Background: an optimization exercise with open tools, aiming at small area. Do not read the settings as production practice.
In this exercise RTL edits were held to simulation tests only and were not proved equivalent to the original.
Power figures rest on the tool's default switching activity, not on a simulated workload.

## flow/design.v (module list and top-level ports; edited modules follow where they fit)
// module fcdmx_next: 198 lines
// module fcdmx_next_flat: 1123 lines
// module fcdmx_seq: 74 lines
module fcdmx_seq (
    input  wire        clk,
    input  wire        rst,
    input  wire        tick,
    input  wire [1:0]  fg_op,
    input  wire [15:0] cmd,
    input  wire        win_valid,
    input  wire [79:0] win,
    output wire        bus_clk,
    output wire        bus_dat,
    output wire        bus_lat
);
  // ...
==> flow/flow/run.sh <==
#!/bin/bash
set -e
export BUFFER_PORTS_ARGS="-buffer_cell sky130_fd_sc_hd__buf_1"
export CTS_ARGS="-sink_clustering_enable -repair_clock_nets -dont_use_dummy_load"
bash standard.sh > standard.log 2>&1
==> flow/standard.sh <==
#!/bin/bash
# synth_recipe.tcl (not shown) runs the flow's synth.tcl, then flattens the netlist and writes it again
# the make line also repeats each setting of config.mk as NAME=value (left out here)
make -C /OpenROAD-flow-scripts/flow DESIGN_CONFIG=/design/flow/config.mk WORK_HOME=/design/flow/orfs CLKGATE_MAP_FILE= SYNTH_SCRIPT=/design/flow/synth_recipe.tcl "${@:-finish}"
==> flow/config.mk <==
export PLATFORM = sky130hd
export DESIGN_NAME = fcdmx_seq
export DESIGN_NICKNAME = fcdmx_seq
export VERILOG_FILES = /design/flow/design.v
export SDC_FILE = /design/flow/constraint.sdc
export NUM_CORES = 4
export LEC_CHECK = 0
export ABC_AREA = 1
export CAP_MARGIN = 20
export CORE_MARGIN = 2
export CORE_UTILIZATION = 60
export SLEW_MARGIN = 20
==> flow/constraint.sdc <==
create_clock -name core_clock -period 10.0 [get_ports {clk}]
set_input_delay 2.0000 -clock core_clock [delete_from_list [all_inputs] [get_ports {clk}]]
set_output_delay 2.0000 -clock core_clock [all_outputs]
set_load 0.01 [all_outputs]
==> results.txt, run 1 <==
The number of signal-net buffers in the layout is 47. For this design the static power due to leakage is 0.002348 uW. The instance area after placement came out at 4805 um2. The floorplan has 31 rows. Summed over all layers, the global routing overflow is 0.

For this block, the via count after detailed routing is 6002. The number of clock buffers inserted by TritonCTS came out at 5. The accumulated negative setup slack is 0 ps. The path depth of the worst reg2reg path is 13. The flow ran to the end and the layout has no timing, DRC or antenna violations. The total iterations of the first detailed-routing run came out at 14. A synthesized cell averages 5.661 um2. The number of slew-limit violations in the final report came out at 0.

By area, the combinational part of the netlist is dominated by simple AND/OR/NAND/NOR gates. In this run the most critical hold path is launched from last_valid. The total wire length is 16500 um. The most frequent standard cell in the layout excluding fill and tap cells is nand2_1. The number of enable-type register cells in the synthesized netlist is 0.

Cells fill 66.48% of the core in the end. Per report_power, the Sequential row totals 276 uW. The clock group share of total power is 17.8%. The placed instance count came out at 939. The layout inverter count without the clock tree is 118. The met1 usage in global routing came out at 47.99%. The largest share of the power goes to sequential cells.

CTS saw 53 sinks. The number of DRC violations after detailed routing is 0.
==> inputs of run 2 (changes only) <==
--- a/flow/flow/run.sh
+++ b/flow/flow/run.sh
@@ -1,3 +1,17 @@
 #!/bin/bash
+# The standard layout (standard.sh) with three changes:
+#  * synthesis maps the logic with an area-oriented ABC script
+#    (flow/abc_area.script: &dch, then &nf with delay relaxed) in place of
+#    ORFS's abc_area.script; everything else in synthesis is unchanged, so
+#    the registers are those of the standard synthesis;
+#  * the port buffers are the smallest buffer cell (buf_1);
+#  * the clock tree has no dummy loads.
+# ORFS's scripts folder is copied into this work folder with only
+# abc_area.script replaced. Each tool's output is in standard.log and in
+# orfs/logs/.
 set -e
+rm -rf scripts_area
+cp -r "$FLOW_HOME/scripts" scripts_area
+cp flow/abc_area.script scripts_area/abc_area.script
+export SCRIPTS_DIR="$PWD/scripts_area"
 export BUFFER_PORTS_ARGS="-buffer_cell sky130_fd_sc_hd__buf_1"
==> flow/flow/abc_area.script (new file) <==
strash; &get -n; &dch; &nf -R 1000; &put; topo; dnsize -c
==> results.txt, run 2 <==
The startpoint type of the worst setup path is a primary input (unchanged). The adder and majority gate portion of the synthesized area is 3.867% (was 3.556%). The synthesized-area fraction occupied by xor and xnor cells came out at 1.666% (was 0.7659%). The timing-limited maximum frequency is 222.0 MHz (was 232.2 MHz). The cell accounting for the most synthesized area was dfxtp_1 (unchanged). The overall track demand over capacity in global routing is 38.24% (was 38.99%). The total of cells resized after clock tree synthesis came to 0 (unchanged). The number of setup violations in the final report came out at 0 (unchanged). The mean instance size in the synthesized netlist came out at 6.763 um2 (was 5.661 um2).

The number of maximum-capacitance constraint violations is 0 (unchanged). The number of clock buffers inserted by TritonCTS came out at 5 (unchanged). The number of antenna violations at the first check in global routing came out at 0 (unchanged).

The placed wire-length estimate came out at 10990 um (was 12750 um). The data required time of the critical path came to 10130 ps (was 10180 ps). The multi-input combinational cell area came out at 3040 um2 (was 2997 um2).

The cell with the most instances after synthesis is nor2_1 (was nand2_1). The clock sink count came out at 53 (unchanged). The net count reported at finish came out at 799 (was 962).

The CTS tree was yes (unchanged). The fraction of the yosys area taken by sequential cells is 25.22% (was 23.19%). The area share of the largest cell type after synthesis is 25.22% (was 23.19%). The actual transition at the worst max-transition pin came out at 1013 ps (was 743.1 ps).

The site row count is 30 (was 31). The total wire length came out at 14780 um (was 16500 um). The multiplexer share of the synthesized area came out at 1.011% (was 0%). Leading registers by flop count: cnt (9), ptr (8), speed (8) (unchanged). The number of violations reported at the end of detailed-routing iteration 0 came to 982 (was 1084).

The unique cell type count in the Yosys netlist was 52 (was 40). The most frequent standard cell in the layout excluding fill and tap cells was nor2_1 (was nand2_1). Most frequent cells in the layout: 98 x nor2_1, 94 x nand2_1, 53 x dfxtp_1 (was 213 x nand2_1, 120 x nor2_1, 110 x inv_1). The total power is 563.8 uW (was 622.5 uW).

The clock-pin slew on the worst setup and hold paths came to 110 ps (was 90 ps). The overall die width is 87.73 um (was 91.32 um). The internal power is 357.4 uW (was 370.6 uW).

The power density over the cells came out at 121.6 nW/um2 (was 127.7 nW/um2). The routed length per instance is 19.00 um (was 17.47 um). The number of nets in the synthesized netlist came out at 737 (was 923). Ranking of synthesized cells by area: dfxtp_1 25%, nor2_1 8.7%, nand2_1 8.4% (was dfxtp_1 23%, nand2_1 17%, nor2_1 9.8%). The compound-gate portion of the synthesized area was 32.21% (was 21.88%).

The root buffer selected by CTS is clkbuf_8 (unchanged). The type of the worst setup path is in -> reg (unchanged). The final clock skew came out at 28.85 ps (was 18.36 ps).

The combinational family with the most area after synthesis was simple AND/OR/NAND/NOR gates (unchanged). The accumulated negative setup slack is 0 ps (unchanged). Cell types with the highest counts after synthesis: 98 x nor2_1, 94 x nand2_1, 53 x dfxtp_1 (was 213 x nand2_1, 120 x nor2_1, 110 x inv_1).

The peak supply drop is 0.00006692 V (was 0.00008940 V). The Yosys warning count is 1 (unchanged). The chip height came out at 87.73 um (was 91.32 um).

The number of hold buffers added after cts was 0 (unchanged). The clock group share of total power came out at 19.7% (was 17.8%). The number of H-tree levels came out at 2 (unchanged). The endpoint type of the worst setup path is a register (unchanged). The async set-or-reset flop fraction in the synthesized netlist was 0% (unchanged). The area growth from synthesis to final layout is 10.20% (was 6.537%).

The number of DRC violations after detailed routing was 0 (unchanged). The number of slew-limit violations in the final report came out at 0 (unchanged). The number of ports placed on the die boundary came out at 105 (unchanged). The synthesis-stage register bit count is 53 (unchanged).

The clock insertion delay at the later pin of the skew report came out at 310 ps (was 300 ps). The count of placed standard cells in the final layout, fillers left out is 778 (was 944). The most instantiated flip-flop cell in the synthesis netlist is dfxtp_1 (unchanged). The effective utilization at floorplan is 61.92% (was 62.40%).

The number of global-route vias before repair is 4990 (was 5513). The shortest clock period the worst path allows after layout came to 4505 ps (was 4307 ps). Result of the run: finished clean (unchanged). The share of total power consumed by net switching is 36.61% (was 40.47%). The die footprint was 7697 um2 (was 8338 um2).

The placer's final routability congestion estimate came out at 1.128 (was 1.122). The total iterations of the first detailed-routing run came out at 7 (was 14). The portion of total power attributed to combinational logic was 31.8% (was 37.9%). The post-synthesis share of cell area spent on and, or, nand and nor gates is 33.52% (was 39.31%). The most flop-heavy register was cnt (unchanged). The antenna cell count came out at 0 (unchanged).

The net switching power is 206.4 uW (was 251.9 uW). The largest fanout of any net on the critical path is 9 (was 3). The data arrival time of the critical path is 4630 ps (was 4490 ps). The flip-flop count of the largest register, all copies and words added is 9 (unchanged).

The final hold violation count came out at 0 (unchanged). The number of enable-type register cells in the synthesized netlist came out at 0 (unchanged). The via density per instance came out at 7.139 (was 6.358).

The total leakage power came out at 0.001667 uW (was 0.002348 uW). The share of the clock period used by the worst path is 45.05% (was 43.07%). The number of fill cells in the layout came out at 568 (was 647). The area of all sequential standard cells came out at 1061 um2 (unchanged). The placed instance count came to 773 (was 939).

The remaining antenna violation count after routing is 0 (unchanged). The maximum clock insertion buffer count was 2 (unchanged). The netlist area before placement came out at 4207 um2 (was 4574 um2). The via count of the routed design came out at 5554 (was 6002). The share of total power in sequential cells came out at 48.5% (was 44.3%). The number of cells produced by synthesis came out at 622 (was 808).

The buffer count from post-CTS setup fixing came out at 0 (unchanged). The wire length of the first global-routing pass came out at 23260 um (was 26140 um). The share of final-layout standard cells stronger than drive strength 1 came to 2.199% (was 2.485%). The path category of the worst min-delay check is reg -> reg (unchanged). The port buffer count came out at 46 (unchanged). The max-slew headroom at the worst pin came to 32.44% (was 50.39%).

The overall overflow remaining after global route came out at 0 (unchanged). The pin count of the biggest net entering global routing is 38 (was 21). The total core area came to 6794 um2 (was 7331 um2). Unrepaired setup endpoints after global routing: false (unchanged).
==> run 2: changes by cell type in the layout (fill, tap and decap cells not counted), sizes merged, moves of 12 or more <==
cell | previous run | this run
nand2 | 216 | 94
inv | 117 | 0
nand3 | 53 | 23
clkinv | 1 | 28
nor2 | 123 | 98
o21ai | 67 | 45
nor4 | 2 | 19
nand4 | 21 | 5
nor2b | 0 | 15
a211oi | 3 | 15
==> run 2: final timing paths <==
kind	to	cells past startpoint	start	slack, ps
max	cnt[5]	12	cmd[2]	5490
min	cnt[7]	2	speed[7]	470
max reg2reg	ptr[0]	10	ptr[0]	6420
min reg2reg	cnt[7]	2	speed[7]	470
==> run 2: per-stage QoR <==
step | hold WS [ps] | instance area [um2] | setup WS, ps | utilization [%]
final | 471.9 | 4636 | 5495 | 68.23
after CTS | 465.9 | 4636 | 5631 | 68.23
after global placement | 434.2 | 4567 | 5396 | 67.22
after global routing | 489.7 | 4636 | 5305 | 68.23
after floorplan | 414.6 | 4207 | 6188 | -
after detailed placement | 453.1 | 4567 | 5336 | 67.22
==> run 2: logic make-up (layout without fill, tap and decap cells) <==
logic type,after synthesis,count (layout)
simple gates,309,309
compound gates,208,208
flops,53,53
buf+inv,28,88
fa+ha+maj,13,13
xor+xnor,8,8
mux,3,3
==> run 2: routing by layer <==
layer / part of all wire (%) / up-vias / GRT usage [%]
li1: - / 2476 / -
met4: 6.7 / 0 / 23.08
met1: 37 / 2457 / 46.41
met3: 12 / 124 / 9.896
met5: 0 / - / 0
met2: 44 / 497 / 60.74
==> run 2: area by class of cell <==
class | count | share of cell area (%)
Clock buffer | 5 | 1.484
Inverter | 28 | 2.267
Multi-Input combinational cell | 541 | 65.59
Sequential cell | 53 | 22.89
Tap cell | 96 | 2.591
Timing Repair Buffer | 55 | 5.182
==> run 2: critical path, stage by stage <==
cell,delay [ps]
buf_1,400
xnor2_1,200
a21oi_1,170
o21ai_0,120
nor3_1,410
nand3_1,160
o21ai_0,250
nand2_1,90
o21ai_0,120
nor2_1,60
a21oi_1,530
a41oi_1,120
==> run 2: power by group through the flow <==
stage	sequential, uW	combinational, uW	clock [uW]
after floorplan	268	123	0
after global placement	275	165	0
after detailed placement	277	174	0
after CTS	272	174	110
after global routing	276	197	120
final	274	179	111

[port drivers added, routing unchanged]
The flow's constraints put no driver on any port. The routed layouts listed below were extracted and timed again, unchanged, in two steps.
Step 1 assumes that a clkbuf_16 drives the clock port and a buf_2 every other input.
Step 2 times the ports against the registers' clock, not the clock port: input delays grow and output delays shrink by t, the midpoint of the rising clock arrivals with the driver on.
Slacks: no drivers / after step 1 / after step 2; pairs: no drivers / after step 1.
run	t (ns)	slack for setup (ns)	worst hold slack (ns)
run 1	0.325	5.693 / 5.702 / 5.377	0.469 / 0.469 / 0.469
run 2	0.328	5.495 / 5.504 / 5.176	0.472 / 0.472 / 0.472
After both steps setup and hold are still met in every run listed. The setup slack of run 2, which loses most, moves by +0.009 ns with the drivers and by -0.319 ns with both steps.
